Context: an optimization exercise on an open-source flow, tuned for small area, a short achievable clock period and few clock cycles. The choices shown serve that exercise and are no tape-out recipe. In this exercise RTL edits were held to simulation tests only and were not proved equivalent to the original. No activity file was given, so power comes from the tool's default toggle rates.

==> try-amber <==
==> flow/design.v <==
module awx_draw (
    input  wire        clk,
    input  wire        rst,
    input  wire        cmd_valid,
    output wire        cmd_ready,
    input  wire [63:0] cmd_desc,
    input  wire [1:0]  cfg_orient,
    input  wire [2:0]  flag_clr,
    output wire        tx_valid,
    input  wire        tx_ready,
    output wire        tx_cmd,
    output wire [15:0] tx_data,
    input  wire        tx_idle,
    output reg  [13:0] win_remain,
    output reg  [2:0]  flags         
);
    parameter COMB_IDLE = 0;
    localparam [3:0] OP_NOP    = 4'h0,
                     OP_SETWIN = 4'h1,
                     OP_PIXEL  = 4'h2,
                     OP_POINT  = 4'h3,
                     OP_FILL   = 4'h4,
                     OP_LINE   = 4'h5,
                     OP_RECT   = 4'h6,
                     OP_CIRCLE = 4'h7;
    localparam [1:0] T_IDLE = 2'd0, T_DEC = 2'd1, T_RUN = 2'd2;
    reg [1:0] tstate;
    assign cmd_ready = (tstate == T_IDLE);
    reg [3:0]  op;
    reg        zok;                  
    reg [8:0]  fx1, fy1, fx2, fy2;   
    reg [15:0] color;
    reg        o;                    
    always @(posedge clk) begin
        if (tstate == T_IDLE) begin
            op    <= cmd_desc[63:60];
            zok   <= (cmd_desc[59:56] == 4'd0) && (cmd_desc[19:16] == 4'd0);
            fx1   <= cmd_desc[55:47];
            fy1   <= cmd_desc[46:38];
            fx2   <= cmd_desc[37:29];
            fy2   <= cmd_desc[28:20];
            color <= cmd_desc[15:0];
            o     <= cfg_orient[1];
        end
    end
    wire zx1 = (fx1 == 9'd0);
    wire zy1 = (fy1 == 9'd0);
    wire zx2 = (fx2 == 9'd0);
    wire zy2 = (fy2 == 9'd0);
    wire zc  = (color == 16'd0);
    wire d_nop    = (op == OP_NOP)    && zok && zx1 && zy1 && zx2 && zy2 && zc;
    wire d_setwin = (op == OP_SETWIN) && zok && zc;
    wire d_pixel  = (op == OP_PIXEL)  && zok && zx1 && zy1 && zx2 && zy2;
    wire d_point  = (op == OP_POINT)  && zok && zx2 && zy2;
    wire d_fill   = (op == OP_FILL)   && zok;
    wire d_line   = (op == OP_LINE)   && zok;
    wire d_rect   = (op == OP_RECT)   && zok;
    wire d_circle = (op == OP_CIRCLE) && zok && zy2;
    wire win_ok = (fx1 <= fx2) && (fx2 < 9'd160) && (fy1 <= fy2) && (fy2 < 9'd80);
    wire ptw     = (op == OP_POINT) || (op == OP_LINE) || (op == OP_RECT) || (op == OP_CIRCLE);
    wire is_fill = (op == OP_FILL);
    wire is_rect = (op == OP_RECT);
    wire is_pt   = (op == OP_POINT);
    reg [8:0]  r0, r1;           
    reg signed [11:0] e;         
    reg [9:0]  md;               
    reg signed [10:0] nd;        
    reg        sx, sy, xmaj;
    reg [1:0]  linit;
    reg        lpend;            
    reg [1:0]  edge_n;
    reg [2:0]  k;
    reg        cdec;
    reg        gen_act, gcirc;
    reg        gvalid;
    reg [7:0]  gx;
    reg [6:0]  gy;
    reg        wreq, preq, cnt_act;
    reg        txv, tx_cmd_r, tx_col, is2a;
    reg [7:0]  tx_lo;
    reg [2:0]  eseq;
    reg [7:0]  ex;
    reg [6:0]  ey;
    assign tx_valid = COMB_IDLE ? (txv && (tx_idle || !is2a)) : txv;
    assign tx_cmd   = tx_cmd_r;
    assign tx_data  = {tx_col ? color[15:8] : 8'd0, tx_lo};
    wire fire = tx_valid && tx_ready;
    wire fx_end    = (r0 == fx2);
    wire fy_end    = (r1 == fy2);
    wire fill_last = fx_end && fy_end;
    wire win_data  = (op != OP_SETWIN);
    wire tx_last   = (eseq == 3'd7) ? (!is_fill || fill_last)
                                    : ((eseq == 3'd6) && !win_data);
    wire start_src = ptw ? gvalid : wreq;
    wire start_ok  = COMB_IDLE ? 1'b1 : tx_idle;
    wire start_win = (tstate == T_RUN) && start_ok && start_src &&
                     (!txv || (COMB_IDLE && fire && tx_last && eseq == 3'd7));
    wire start_pix = (tstate == T_RUN) && !txv && preq;
    wire [2:0] nseq   = eseq + 3'd1;
    reg  [7:0] csel;
    always @(*) begin
        case (nseq)
            3'd1:    csel = ptw ? ex : fx1[7:0];
            3'd2:    csel = ptw ? ex : fx2[7:0];
            3'd4:    csel = ptw ? {1'b0, ey} : fy1[7:0];
            default: csel = ptw ? {1'b0, ey} : fy2[7:0];
        endcase
    end
    wire       x_part = (nseq == 3'd1) || (nseq == 3'd2);
    wire [7:0] cval   = csel + ((x_part ^ o) ? 8'd26 : 8'd1);
    always @(posedge clk) begin
        if (rst) begin
            txv  <= 1'b0;
            is2a <= 1'b0;
        end else if (start_win) begin
            txv      <= 1'b1;
            tx_cmd_r <= 1'b1;
            tx_lo    <= 8'h2A;
            tx_col   <= 1'b0;
            eseq     <= 3'd0;
            is2a     <= 1'b1;
            if (ptw) begin
                ex <= gx;
                ey <= gy;
            end
        end else if (start_pix) begin
            txv      <= 1'b1;
            tx_cmd_r <= 1'b0;
            tx_lo    <= color[7:0];
            tx_col   <= 1'b1;
            eseq     <= 3'd7;
            is2a     <= 1'b0;
        end else if (fire) begin
            is2a <= 1'b0;
            case (eseq)
                3'd2: begin
                    tx_cmd_r <= 1'b1;
                    tx_lo    <= 8'h2B;
                    eseq     <= nseq;
                end
                3'd5: begin
                    tx_cmd_r <= 1'b1;
                    tx_lo    <= 8'h2C;
                    eseq     <= nseq;
                end
                3'd6: begin
                    if (win_data) begin
                        tx_cmd_r <= 1'b0;
                        tx_lo    <= color[7:0];
                        tx_col   <= 1'b1;
                        eseq     <= 3'd7;
                    end else begin
                        txv <= 1'b0;
                    end
                end
                3'd7: begin
                    if (tx_last) txv <= 1'b0;
                end
                default: begin
                    tx_cmd_r <= 1'b0;
                    tx_lo    <= cval;
                    eseq     <= nseq;
                end
            endcase
        end
    end
    wire [8:0] xs = (is_rect && edge_n == 2'd3) ? fx2 : fx1;
    wire [8:0] ys = (is_rect && edge_n == 2'd2) ? fy2 : fy1;
    wire [8:0] xe = (is_pt || (is_rect && edge_n == 2'd1)) ? fx1 : fx2;
    wire [8:0] ye = (is_pt || (is_rect && edge_n == 2'd0)) ? fy1 : fy2;
    wire [9:0] dxp = {1'b0, xe} - {1'b0, xs};
    wire [9:0] dxn = {1'b0, xs} - {1'b0, xe};
    wire [9:0] dyp = {1'b0, ye} - {1'b0, ys};
    wire [9:0] dyn = {1'b0, ys} - {1'b0, ye};
    wire [9:0] adx = dxp[9] ? dxn : dxp;
    wire [9:0] ady = dyp[9] ? dyn : dyp;
    wire [10:0] dd1 = {1'b0, md} - nd;           
    wire [10:0] dd2 = nd - {1'b0, md};           
    wire        xm  = !dd1[10];
    wire signed [11:0] e_md = e + $signed({2'b00, md});
    wire signed [11:0] e_nd = e + nd;
    wire        lstep = !e_nd[11];
    wire lon    = (r0 < 9'd160) && (r1 < 9'd80);
    wire at_end = xmaj ? (r0 == xe) : (r1 == ye);
    wire sel_b = (k == 3'd0) || (k == 3'd1) || (k == 3'd4) || (k == 3'd7);
    wire xneg  = (k == 3'd0) || (k == 3'd2) || (k == 3'd3) || (k == 3'd7);
    wire yneg  = (k == 3'd0) || (k == 3'd1) || (k == 3'd3) || (k == 3'd5);
    wire [8:0]  xv = sel_b ? r1 : r0;
    wire [8:0]  yv = sel_b ? r0 : r1;
    wire [10:0] cx = xneg ? ({2'b00, fx1} - {2'b00, xv}) : ({2'b00, fx1} + {2'b00, xv});
    wire [10:0] cy = yneg ? ({2'b00, fy1} - {2'b00, yv}) : ({2'b00, fy1} + {2'b00, yv});
    wire        con = !cx[10] && (cx < 11'd160) && !cy[10] && (cy < 11'd80);
    wire        dpos = !e[11] && (e != 12'sd0);
    wire [10:0] cgap = {2'b00, r1} - {2'b00, r0} - 11'd1 - {10'd0, dpos};
    wire        cont = !cgap[10];
    wire signed [11:0] e_circ = (k == 3'd0) ? e + $signed({2'b00, r0, 1'b1})
                                            : e - $signed({2'b00, r1, 1'b1});
    wire it_en = is_fill ? (fire && eseq == 3'd7) : cnt_act;
    reg oob_set;
    always @(*) begin
        oob_set = 1'b0;
        if (tstate == T_DEC && (d_setwin || d_fill) && !win_ok) oob_set = 1'b1;
        if (gen_act && !gcirc && lpend && !lon) oob_set = 1'b1;
        if (gen_act && gcirc && !con) oob_set = 1'b1;
    end
    wire done_now = !gen_act && !gvalid && !wreq && !preq && !cnt_act &&
                    (!txv || (fire && tx_last));
    always @(posedge clk) begin
        if (rst) begin
            tstate     <= T_IDLE;
            gen_act    <= 1'b0;
            gvalid     <= 1'b0;
            wreq       <= 1'b0;
            preq       <= 1'b0;
            cnt_act    <= 1'b0;
            win_remain <= 14'd0;
            flags      <= 3'd0;
        end else begin
            if (tstate == T_IDLE)
                flags <= flags & ~flag_clr;
            if (oob_set)
                flags[0] <= 1'b1;
            if (start_win && ptw)
                gvalid <= 1'b0;
            if (start_win && !ptw)
                wreq <= 1'b0;
            if (start_pix)
                preq <= 1'b0;
            if (start_win) begin
                if (win_remain != 14'd0) flags[1] <= 1'b1;
                win_remain <= 14'd0;
                if (op == OP_SETWIN) cnt_act <= 1'b1;
            end else if (cnt_act) begin
                win_remain <= win_remain + 14'd1;
            end else if (fire && eseq == 3'd7 && op == OP_PIXEL) begin
                if (win_remain == 14'd0) flags[1] <= 1'b1;
                else win_remain <= win_remain - 14'd1;
            end
            if (it_en) begin
                if (fx_end) begin
                    r0 <= fx1;
                    r1 <= r1 + 9'd1;
                end else begin
                    r0 <= r0 + 9'd1;
                end
                if (fill_last) cnt_act <= 1'b0;
            end
            case (tstate)
                T_IDLE: if (cmd_valid) tstate <= T_DEC;
                T_DEC: begin
                    tstate <= T_IDLE;
                    if (d_nop) begin
                    end else if (d_setwin || d_fill) begin
                        if (win_ok) begin
                            r0     <= fx1;
                            r1     <= fy1;
                            wreq   <= 1'b1;
                            tstate <= T_RUN;
                        end
                    end else if (d_pixel) begin
                        preq   <= 1'b1;
                        tstate <= T_RUN;
                    end else if (d_point || d_line || d_rect) begin
                        r0      <= fx1;
                        r1      <= fy1;
                        edge_n  <= 2'd0;
                        lpend   <= 1'b1;
                        linit   <= 2'd2;
                        gen_act <= 1'b1;
                        gcirc   <= 1'b0;
                        tstate  <= T_RUN;
                    end else if (d_circle) begin
                        r0      <= 9'd0;
                        r1      <= fx2;
                        e       <= 12'sd0;
                        k       <= 3'd0;
                        cdec    <= 1'b0;
                        gen_act <= 1'b1;
                        gcirc   <= 1'b1;
                        tstate  <= T_RUN;
                    end else begin
                        flags[2] <= 1'b1;
                    end
                end
                T_RUN: if (done_now) tstate <= T_IDLE;
                default: tstate <= T_IDLE;
            endcase
            if (gen_act && !gcirc) begin
                if (lpend) begin
                    if (!lon) begin
                        lpend <= 1'b0;
                    end else if (!gvalid) begin
                        gvalid <= 1'b1;
                        gx     <= r0[7:0];
                        gy     <= r1[6:0];
                        lpend  <= 1'b0;
                    end
                end
                case (linit)
                    2'd3: begin
                        r0    <= xs;
                        r1    <= ys;
                        lpend <= 1'b1;
                        linit <= 2'd2;
                    end
                    2'd2: begin
                        md    <= adx;
                        nd    <= {1'b0, ady};
                        sx    <= dxp[9];
                        sy    <= dyp[9];
                        linit <= 2'd1;
                    end
                    2'd1: begin
                        xmaj  <= xm;
                        md    <= xm ? nd[9:0] : md;
                        nd    <= xm ? dd2 : dd1;
                        e     <= 12'sd0;
                        linit <= 2'd0;
                    end
                    default: begin
                        if (!lpend) begin
                            if (at_end) begin
                                if (is_rect && edge_n != 2'd3) begin
                                    edge_n <= edge_n + 2'd1;
                                    linit  <= 2'd3;
                                end else begin
                                    gen_act <= 1'b0;
                                end
                            end else begin
                                lpend <= 1'b1;
                                if (lstep) e <= e_nd;
                                else       e <= e_md;
                                if (xmaj) begin
                                    r0 <= sx ? r0 - 9'd1 : r0 + 9'd1;
                                    if (lstep) r1 <= sy ? r1 - 9'd1 : r1 + 9'd1;
                                end else begin
                                    r1 <= sy ? r1 - 9'd1 : r1 + 9'd1;
                                    if (lstep) r0 <= sx ? r0 - 9'd1 : r0 + 9'd1;
                                end
                            end
                        end
                    end
                endcase
            end
            if (gen_act && gcirc) begin
                if (!(con && gvalid)) begin
                    if (con) begin
                        gvalid <= 1'b1;
                        gx     <= cx[7:0];
                        gy     <= cy[6:0];
                    end
                    k <= k + 3'd1;
                    if (k == 3'd0 || (k == 3'd1 && cdec))
                        e <= e_circ;
                    if (k == 3'd7) begin
                        cdec <= dpos;
                        r0   <= r0 + 9'd1;
                        if (dpos) r1 <= r1 - 9'd1;
                        if (!cont) gen_act <= 1'b0;
                    end
                end
            end
        end
    end
endmodule
==> flow/run.sh <==
#!/bin/bash
# synth_recipe.tcl (not shown) runs the flow's synth.tcl, then flattens the netlist and writes it again
# the make line also repeats each setting of config.mk as NAME=value (left out here)
make -C /OpenROAD-flow-scripts/flow DESIGN_CONFIG=/design/flow/config.mk WORK_HOME=/design/flow/orfs CLKGATE_MAP_FILE= SYNTH_SCRIPT=/design/flow/synth_recipe.tcl finish
==> flow/config.mk <==
export PLATFORM = sky130hd
export DESIGN_NAME = awx_draw
export DESIGN_NICKNAME = awx_draw
export VERILOG_FILES = /design/flow/design.v
export SDC_FILE = /design/flow/constraint.sdc
export NUM_CORES = 4
export LEC_CHECK = 0
export CAP_MARGIN = 20
export CORE_MARGIN = 2
export CORE_UTILIZATION = 40
export PLACE_DENSITY = 0.6
export SLEW_MARGIN = 20
==> flow/constraint.sdc <==
create_clock -name core_clock -period 12.0 [get_ports {clk}]
set_input_delay 2.4000 -clock core_clock [delete_from_list [all_inputs] [get_ports {clk}]]
set_output_delay 2.4000 -clock core_clock [all_outputs]
set_load 0.01 [all_outputs]
==> inputs of try-zinc, as changes to try-amber <==
--- a/flow/design.v
+++ b/flow/design.v
@@ -15,5 +15,5 @@
     output reg  [2:0]  flags         
 );
-    parameter COMB_IDLE = 0;
+    parameter COMB_IDLE = 1;
     localparam [3:0] OP_NOP    = 4'h0,
                      OP_SETWIN = 4'h1,
==> comparison table <==
Worst Setup Slack, final: try-amber 6.12 ns; try-zinc 5.57 ns
Total leakage power: try-amber 8.73 nW; try-zinc 8.73 nW
Worst VDD drop: try-amber 0.000150 V; try-zinc 0.000122 V
Final antenna diode count: try-amber 0; try-zinc 1
Met1 Routed Length: try-amber 26900 um; try-zinc 27900 um
Number of vias after detailed routing: try-amber 17700; try-zinc 17000
Adder and majority cell fraction of the synthesized area: try-amber 14.3%; try-zinc 14.5%
Min Hold Slack: try-amber 0.448 ns; try-zinc 0.450 ns
Core occupancy in the finished layout: try-amber 44.8%; try-zinc 45.4%
Net count reported at finish: try-amber 2623; try-zinc 2539
Run status: try-amber timing/DRC/antenna clean; try-zinc timing/DRC/antenna clean
Die ar.: try-amber 49600 sq um; try-zinc 48700 sq um
Seq area share: try-amber 25.6%; try-zinc 25.9%
Testbench counts of try-amber, summed over its fixed seeds: cycles 347,677.
Testbench counts of try-zinc, summed over its fixed seeds: cycles 310,389.

separate check: timing with driven ports:
No port has a modelled driver above. Below, the same layouts with a new extraction and two added sets of constraints. Step 1, drivers: a clkbuf_16 drives clk and a buf_2 each remaining input, both assumed. Step 2 moves the port delays by t, midway between the first and last clock arrival at a register: inputs arrive t later, outputs are due t later. That takes back most of the time a late clock gives input paths. a / b / c = ideal ports / drivers / drivers and shift; a / b = the first two.
run | t (ns) | slack for setup (ns) | hold WS [ns]
try-amber | 0.558 | 6.122 / 6.122 / 6.122 | 0.448 / 0.448 / 0.448
try-zinc | 0.570 | 5.566 / 5.566 / 5.566 | 0.450 / 0.450 / 0.450
After both steps setup and hold are still met in every run listed.
